What follows belongs to an exercise in optimizing a design on an open flow for small area; a production flow would make more cautious choices. In this exercise RTL edits were held to simulation tests only and were not proved equivalent to the original. Power is estimated from default activity; no workload was simulated.

==> flow/design.v <==
module mansos_demod (
    input  wire        clk,
    input  wire        rst,           
    input  wire        start,         
    output wire        raw_re,        
    output wire [7:0]  raw_addr,
    input  wire [7:0]  raw_rdata,
    output wire        busy,
    output wire        done,          
    output wire [2:0]  result,
    output wire [1:0]  halt_state,
    output wire [3:0]  bit_len,
    output wire [6:0]  bit_count,
    output wire        over,          
    output wire [3:0]  nbytes,
    output wire [63:0] frame_out
);
    localparam [1:0] S_PRE = 2'd0, S_DELIM = 2'd1, S_D0 = 2'd2, S_D1 = 2'd3;
    localparam [2:0] R_VALID = 3'd1, R_EXHAUSTED = 3'd2, R_BAD_DELIM = 3'd3,
                     R_LENGTH = 3'd5, R_CHECKSUM = 3'd6;
    reg [10:0] F;         
    reg [9:0]  sr;        
    reg [3:0]  sc;        
    reg        ph;        
    reg [2:0]  k;         
    reg [2:0]  bm;        
    reg [1:0]  st;        
    reg [3:0]  L;         
    reg [2:0]  A;         
    reg [6:0]  bi;        
    reg [47:0] acc;       
    reg [15:0] C;         
    reg        mm;        
    reg [2:0]  res;       
    wire running = (res == 3'd0);
    wire isdata  = st[1];
    wire dsub    = st[0];
    assign busy       = running;
    assign result     = res;
    assign halt_state = {st[1], st[0] & ~st[1]};
    assign done       = ~running & ph;
    assign bit_len    = isdata ? L : 4'd8;
    assign bit_count  = bi;
    wire   validated  = res[2] | ~res[1];
    assign nbytes     = validated ? bi[6:3] : 4'd0;
    assign over       = validated & ~(bi[6] & bi[4]);
    genvar gb, gi;
    generate
        for (gb = 0; gb < 6; gb = gb + 1) begin : g_fb
            for (gi = 0; gi < 8; gi = gi + 1) begin : g_fi
                assign frame_out[8*gb + 7 - gi] = acc[8*gb + gi];
            end
        end
    endgenerate
    assign frame_out[63:48] = C;
    assign raw_re   = running & ~(F[10] & F[9]);
    assign raw_addr = F[10:3];
    wire   smp      = raw_rdata[F[2:0]];
    wire [2:0] pc = {2'd0, sr[4]} + {2'd0, sr[5]} + {2'd0, sr[6]}
                  + {2'd0, sr[7]} + {2'd0, sr[8]} + {2'd0, sr[9]};
    wire [3:0] pc8  = {1'b0, pc} + {3'd0, sr[2]} + {3'd0, sr[3]};
    wire       vote = (pc8 >= 4'd4);
    wire       v    = (A > pc);
    wire       ovr  = ((A == 3'd6) && (&sr[9:4])) || ((A == 3'd0) && !(|sr[9:4]));
    wire scanning = (k != 3'd0);
    wire eval     = running & ~ph & ~scanning & (sc == 4'd0);    
    wire seval    = running & ~ph & scanning;                    
    wire sdone    = seval & (k == 3'd1);                         
    wire locked = A[2];
    wire pol    = ~A[2] | A[0];
    wire e      = isdata ? (scanning ? A[0] : v) : pol;
    wire [2:0] m = {2'd0, sr[0] ^ e} + {2'd0, sr[1] ^ e}
                 + {2'd0, ~(sr[2] ^ e)} + {2'd0, ~(sr[3] ^ e)};
    wire       better = eval | (m < bm);              
    wire [3:0] rem    = isdata ? (L - 4'd2) : 4'd6;    
    wire [2:0] bm_n   = better ? m : bm;               
    wire [3:0] sc_n   = better ? rem : sc;
    wire       edge_ok = (bm_n <= 3'd1);
    wire [4:0] jsum  = {1'b0, L} + {1'b0, sc_n} - 5'd2;
    wire [3:0] l_new = 4'd6 + {1'b0, jsum[4:2]};
    wire [3:0] sc_fin = sc_n + {1'b0, jsum[4:2]} - 4'd2;    
    wire [7:0] nbyte = {acc[41], acc[42], acc[43], acc[44], acc[45], acc[46], acc[47], v};
    reg  [15:0] crc8;
    integer i;
    always @* begin
        crc8 = C ^ {8'd0, nbyte};
        for (i = 0; i < 8; i = i + 1)
            crc8 = crc8[0] ? ((crc8 >> 1) ^ 16'h8408) : (crc8 >> 1);
    end
    wire ctap = C[{bi[3], ~bi[2:0]}];
    wire start_ok = start & ~running;
    wire exh_pre   = (F > 11'd1536);                  
    wire exh_delim = (F > 11'd1534);                  
    wire [4:0] fl  = {1'b0, F[3:0]} + {1'b0, L};      
    wire exh_data  = (F[10:4] > 7'd95) | ((F[10:4] == 7'd95) & (fl > 5'd20));
    wire store = eval & isdata & dsub & ~ovr & ~exh_data;    
    reg       fin;
    reg [2:0] code;
    always @* begin
        fin  = 1'b0;
        code = R_EXHAUSTED;
        if (eval) begin
            case (st)
            S_PRE:   fin = exh_pre;
            S_DELIM: fin = 1'b0;
            default: begin   
                if (!dsub) begin
                    fin = 1'b0;
                end else if (exh_data) begin
                    fin = 1'b1;
                end else if (ovr) begin
                    fin  = 1'b1;
                    code = (bi[6:3] != 4'd8) ? R_LENGTH : (mm ? R_CHECKSUM : R_VALID);
                end else begin
                    fin  = (bi == 7'd79);
                    code = R_LENGTH;
                end
            end
            endcase
        end else if (sdone && !isdata) begin
            fin = exh_delim | (~edge_ok & locked);
            if (!exh_delim) code = R_BAD_DELIM;
        end
    end
    always @(posedge clk) begin
        if (start_ok)
            res <= 3'd0;
        else if (fin)
            res <= code;
        if (rst)
            res[2] <= 1'b1;
    end
    always @(posedge clk) begin
        if (start_ok) begin
            bi <= 7'd0;
            C  <= 16'd0;
            mm <= 1'b0;
        end else if (store) begin
            bi <= bi + 7'd1;
            if (!bi[6] && !(bi[5] && bi[4])) begin
                acc <= {v, acc[47:1]};
                if (bi[2:0] == 3'd7)
                    C <= crc8;
            end else if (bi[6:4] == 3'b011) begin
                mm <= mm | (v ^ ctap);
            end
        end
    end
    always @(posedge clk) begin
        if (start_ok) begin
            F    <= 11'd0;
            sc   <= 4'd8;
            ph   <= 1'b0;
            k    <= 3'd0;
            st   <= S_PRE;
        end else if (running) begin
            if (fin) begin
                ph <= 1'b1;              
            end else if (ph) begin
                ph <= 1'b0;
                sr <= {smp, sr[9:1]};
                F  <= F + 11'd1;
                if (sc != 4'd0)
                    sc <= sc - 4'd1;
            end else if (scanning) begin
                k  <= k - 3'd1;
                bm <= bm_n;
                sc <= sc_n;
                if (k != 3'd1) begin
                    ph <= 1'b1;
                end else if (isdata) begin
                    st <= S_D0;
                end else if (edge_ok) begin
                    if (!locked) begin
                        A <= 3'b100;
                        L <= 4'd0;
                    end else if (A[1:0] != 2'd3) begin
                        A[1:0] <= A[1:0] + 2'd1;
                        L      <= jsum[3:0];
                    end else begin
                        L  <= l_new;
                        st <= S_D0;
                        sc <= sc_fin;
                    end
                end else begin
                    k  <= 3'd1;
                    bm <= 3'd2;
                    ph <= 1'b1;
                end
            end else if (sc != 4'd0) begin
                ph <= 1'b1;
            end else begin
                case (st)
                S_PRE: begin
                    if (vote) begin
                        st <= S_DELIM;
                        A  <= 3'd0;
                        sc <= 4'd6;
                    end else begin
                        sc <= 4'd8;
                    end
                end
                S_DELIM: begin
                    bm <= bm_n;
                    sc <= sc_n;
                    k  <= 3'd4;
                    ph <= 1'b1;
                end
                default: begin
                    if (!dsub) begin
                        A    <= pc;
                        sc   <= L;
                        st   <= S_D1;
                    end else begin
                        A[0] <= v;
                        bm   <= bm_n;
                        sc   <= sc_n;
                        k    <= 3'd4;
                        ph   <= 1'b1;
                    end
                end
                endcase
            end
        end else begin
            ph <= 1'b0;
        end
        if (rst)
            ph <= 1'b0;
    end
endmodule
==> flow/config.mk <==
export PLATFORM = sky130hd
export DESIGN_NAME = mansos_demod
export DESIGN_NICKNAME = mansos_demod
export VERILOG_FILES = /design/flow/design.v
export SDC_FILE = /design/flow/constraint.sdc
export NUM_CORES = 4
export LEC_CHECK = 0
export CAP_MARGIN = 20
export CORE_MARGIN = 2
export CORE_UTILIZATION = 40
export SLEW_MARGIN = 20
==> flow/constraint.sdc <==
create_clock -name core_clock -period 18.0 [get_ports {clk}]
set_input_delay 3.6000 -clock core_clock [delete_from_list [all_inputs] [get_ports {clk}]]
set_output_delay 3.6000 -clock core_clock [all_outputs]
set_load 0.01 [all_outputs]
standard.sh (not shown) runs the stock make flow with config.mk's settings and CLKGATE_MAP_FILE= SYNTH_SCRIPT=/design/flow/synth_recipe.tcl, a recipe that flattens the netlist after the stock synthesis.
==> flow/flow/run.sh <==
#!/bin/bash
# The standard layout (standard.sh: standard synthesis, floorplan, place,
# CTS, route, finish) with two changes:
#  - the port buffers that global placement puts on every input and output
#    use sky130_fd_sc_hd__buf_1 instead of the cell buffer_ports picks;
#  - clock tree synthesis uses clkbuf_4 buffers and inserts no dummy loads.
set -euo pipefail
export BUFFER_PORTS_ARGS="-buffer_cell sky130_fd_sc_hd__buf_1"
export CTS_ARGS="-sink_clustering_enable -repair_clock_nets -dont_use_dummy_load -buf_list sky130_fd_sc_hd__clkbuf_4"
bash standard.sh > standard.log 2>&1
Then changed:
--- a/flow/design.v
+++ b/flow/design.v
@@ -73,15 +73,15 @@
                  + {2'd0, ~(sr[2] ^ e)} + {2'd0, ~(sr[3] ^ e)};
     wire       better = eval | (m < bm);              
     wire [3:0] rem    = isdata ? (L - 4'd2) : 4'd6;    
     wire [2:0] bm_n   = better ? m : bm;               
     wire [3:0] sc_n   = better ? rem : sc;
     wire       edge_ok = (bm_n <= 3'd1);
-    wire [4:0] jsum  = {1'b0, L} + {1'b0, sc_n} - 5'd2;
-    wire [3:0] l_new = 4'd6 + {1'b0, jsum[4:2]};
-    wire [3:0] sc_fin = sc_n + {1'b0, jsum[4:2]} - 4'd2;    
+    wire       lfin  = ~A[2] & A[1];                        
+    wire       lcnt  = ~isdata & ~scanning & ((A[2] & (A[1] | A[0]) & (sc > 4'd2)) | lfin);
+    wire [2:0] lq    = A[0] ? {1'b0, L[3:2]} : 3'd4;        
     wire [7:0] nbyte = {acc[41], acc[42], acc[43], acc[44], acc[45], acc[46], acc[47], v};
     reg  [15:0] crc8;
     integer i;
     always @* begin
         crc8 = C ^ {8'd0, nbyte};
         for (i = 0; i < 8; i = i + 1)
@@ -159,12 +159,17 @@
             end else if (ph) begin
                 ph <= 1'b0;
                 sr <= {smp, sr[9:1]};
                 F  <= F + 11'd1;
                 if (sc != 4'd0)
                     sc <= sc - 4'd1;
+                if (lcnt) begin
+                    L <= L + 4'd1;
+                    if (L == 4'd15)
+                        A[0] <= 1'b0;
+                end
             end else if (scanning) begin
                 k  <= k - 3'd1;
                 bm <= bm_n;
                 sc <= sc_n;
                 if (k != 3'd1) begin
                     ph <= 1'b1;
@@ -173,17 +178,15 @@
                 end else if (edge_ok) begin
                     if (!locked) begin
                         A <= 3'b100;
                         L <= 4'd0;
                     end else if (A[1:0] != 2'd3) begin
                         A[1:0] <= A[1:0] + 2'd1;
-                        L      <= jsum[3:0];
-                    end else begin
-                        L  <= l_new;
-                        st <= S_D0;
-                        sc <= sc_fin;
+                    end else begin
+                        A  <= 3'b011;
+                        sc <= sc_n - 4'd2;
                     end
                 end else begin
                     k  <= 3'd1;
                     bm <= 3'd2;
                     ph <= 1'b1;
                 end
@@ -198,16 +201,22 @@
                         sc <= 4'd6;
                     end else begin
                         sc <= 4'd8;
                     end
                 end
                 S_DELIM: begin
-                    bm <= bm_n;
-                    sc <= sc_n;
-                    k  <= 3'd4;
-                    ph <= 1'b1;
+                    if (lfin) begin
+                        L  <= 4'd6 + {1'b0, lq};
+                        sc <= {1'b0, lq};
+                        st <= S_D0;
+                    end else begin
+                        bm <= bm_n;
+                        sc <= sc_n;
+                        k  <= 3'd4;
+                        ph <= 1'b1;
+                    end
                 end
                 default: begin
                     if (!dsub) begin
                         A    <= pc;
                         sc   <= L;
                         st   <= S_D1;
What happened: Cell area decreases by 1.5%. Synthesized cell count falls by 2.9%. Total power decreases by 27%. Non-clock buffer count went down by 1. Routed wire length fell by 3.7%. Clock-buffer cell count is unchanged. Utilization falls by 0.53 points. Clock skew climbs by 3.8 ps. Final cell count goes down by 2.5%. Synthesized area fell by 0.55%. Via count decreases by 0.99%. Critical path depth shrinks by 11.

-- what the ideal ports hide --
How much do the figures lean on ideal ports? The routed layouts below were timed once more, with nothing changed but the port constraints. Step 1 (the two cells are an assumption about what drives the block):
set clk [get_ports {clk}]
set_driving_cell -lib_cell sky130_fd_sc_hd__clkbuf_16 $clk
set_driving_cell -lib_cell sky130_fd_sc_hd__buf_2 [delete_from_list [all_inputs] $clk]
Step 2 times the ports against the registers' clock, not the clock port: input delays grow and output delays shrink by t, the midpoint of the rising clock arrivals with the driver on. Three values: no drivers, after step 1, after step 2; two values: the first two.
| run | shift t [ns] | slack for setup (ns) | hold slack, ns | cell pins on the clock port's net |
|---|---|---|---|---|
| the first run | 0.554 | 9.016 / 9.016 / 9.016 | 0.446 / 0.446 / 0.446 | 1 |
| the second run | 0.530 | 10.894 / 10.894 / 10.894 | 0.445 / 0.445 / 0.445 | 1 |
After both steps setup and hold are still met in every run listed.
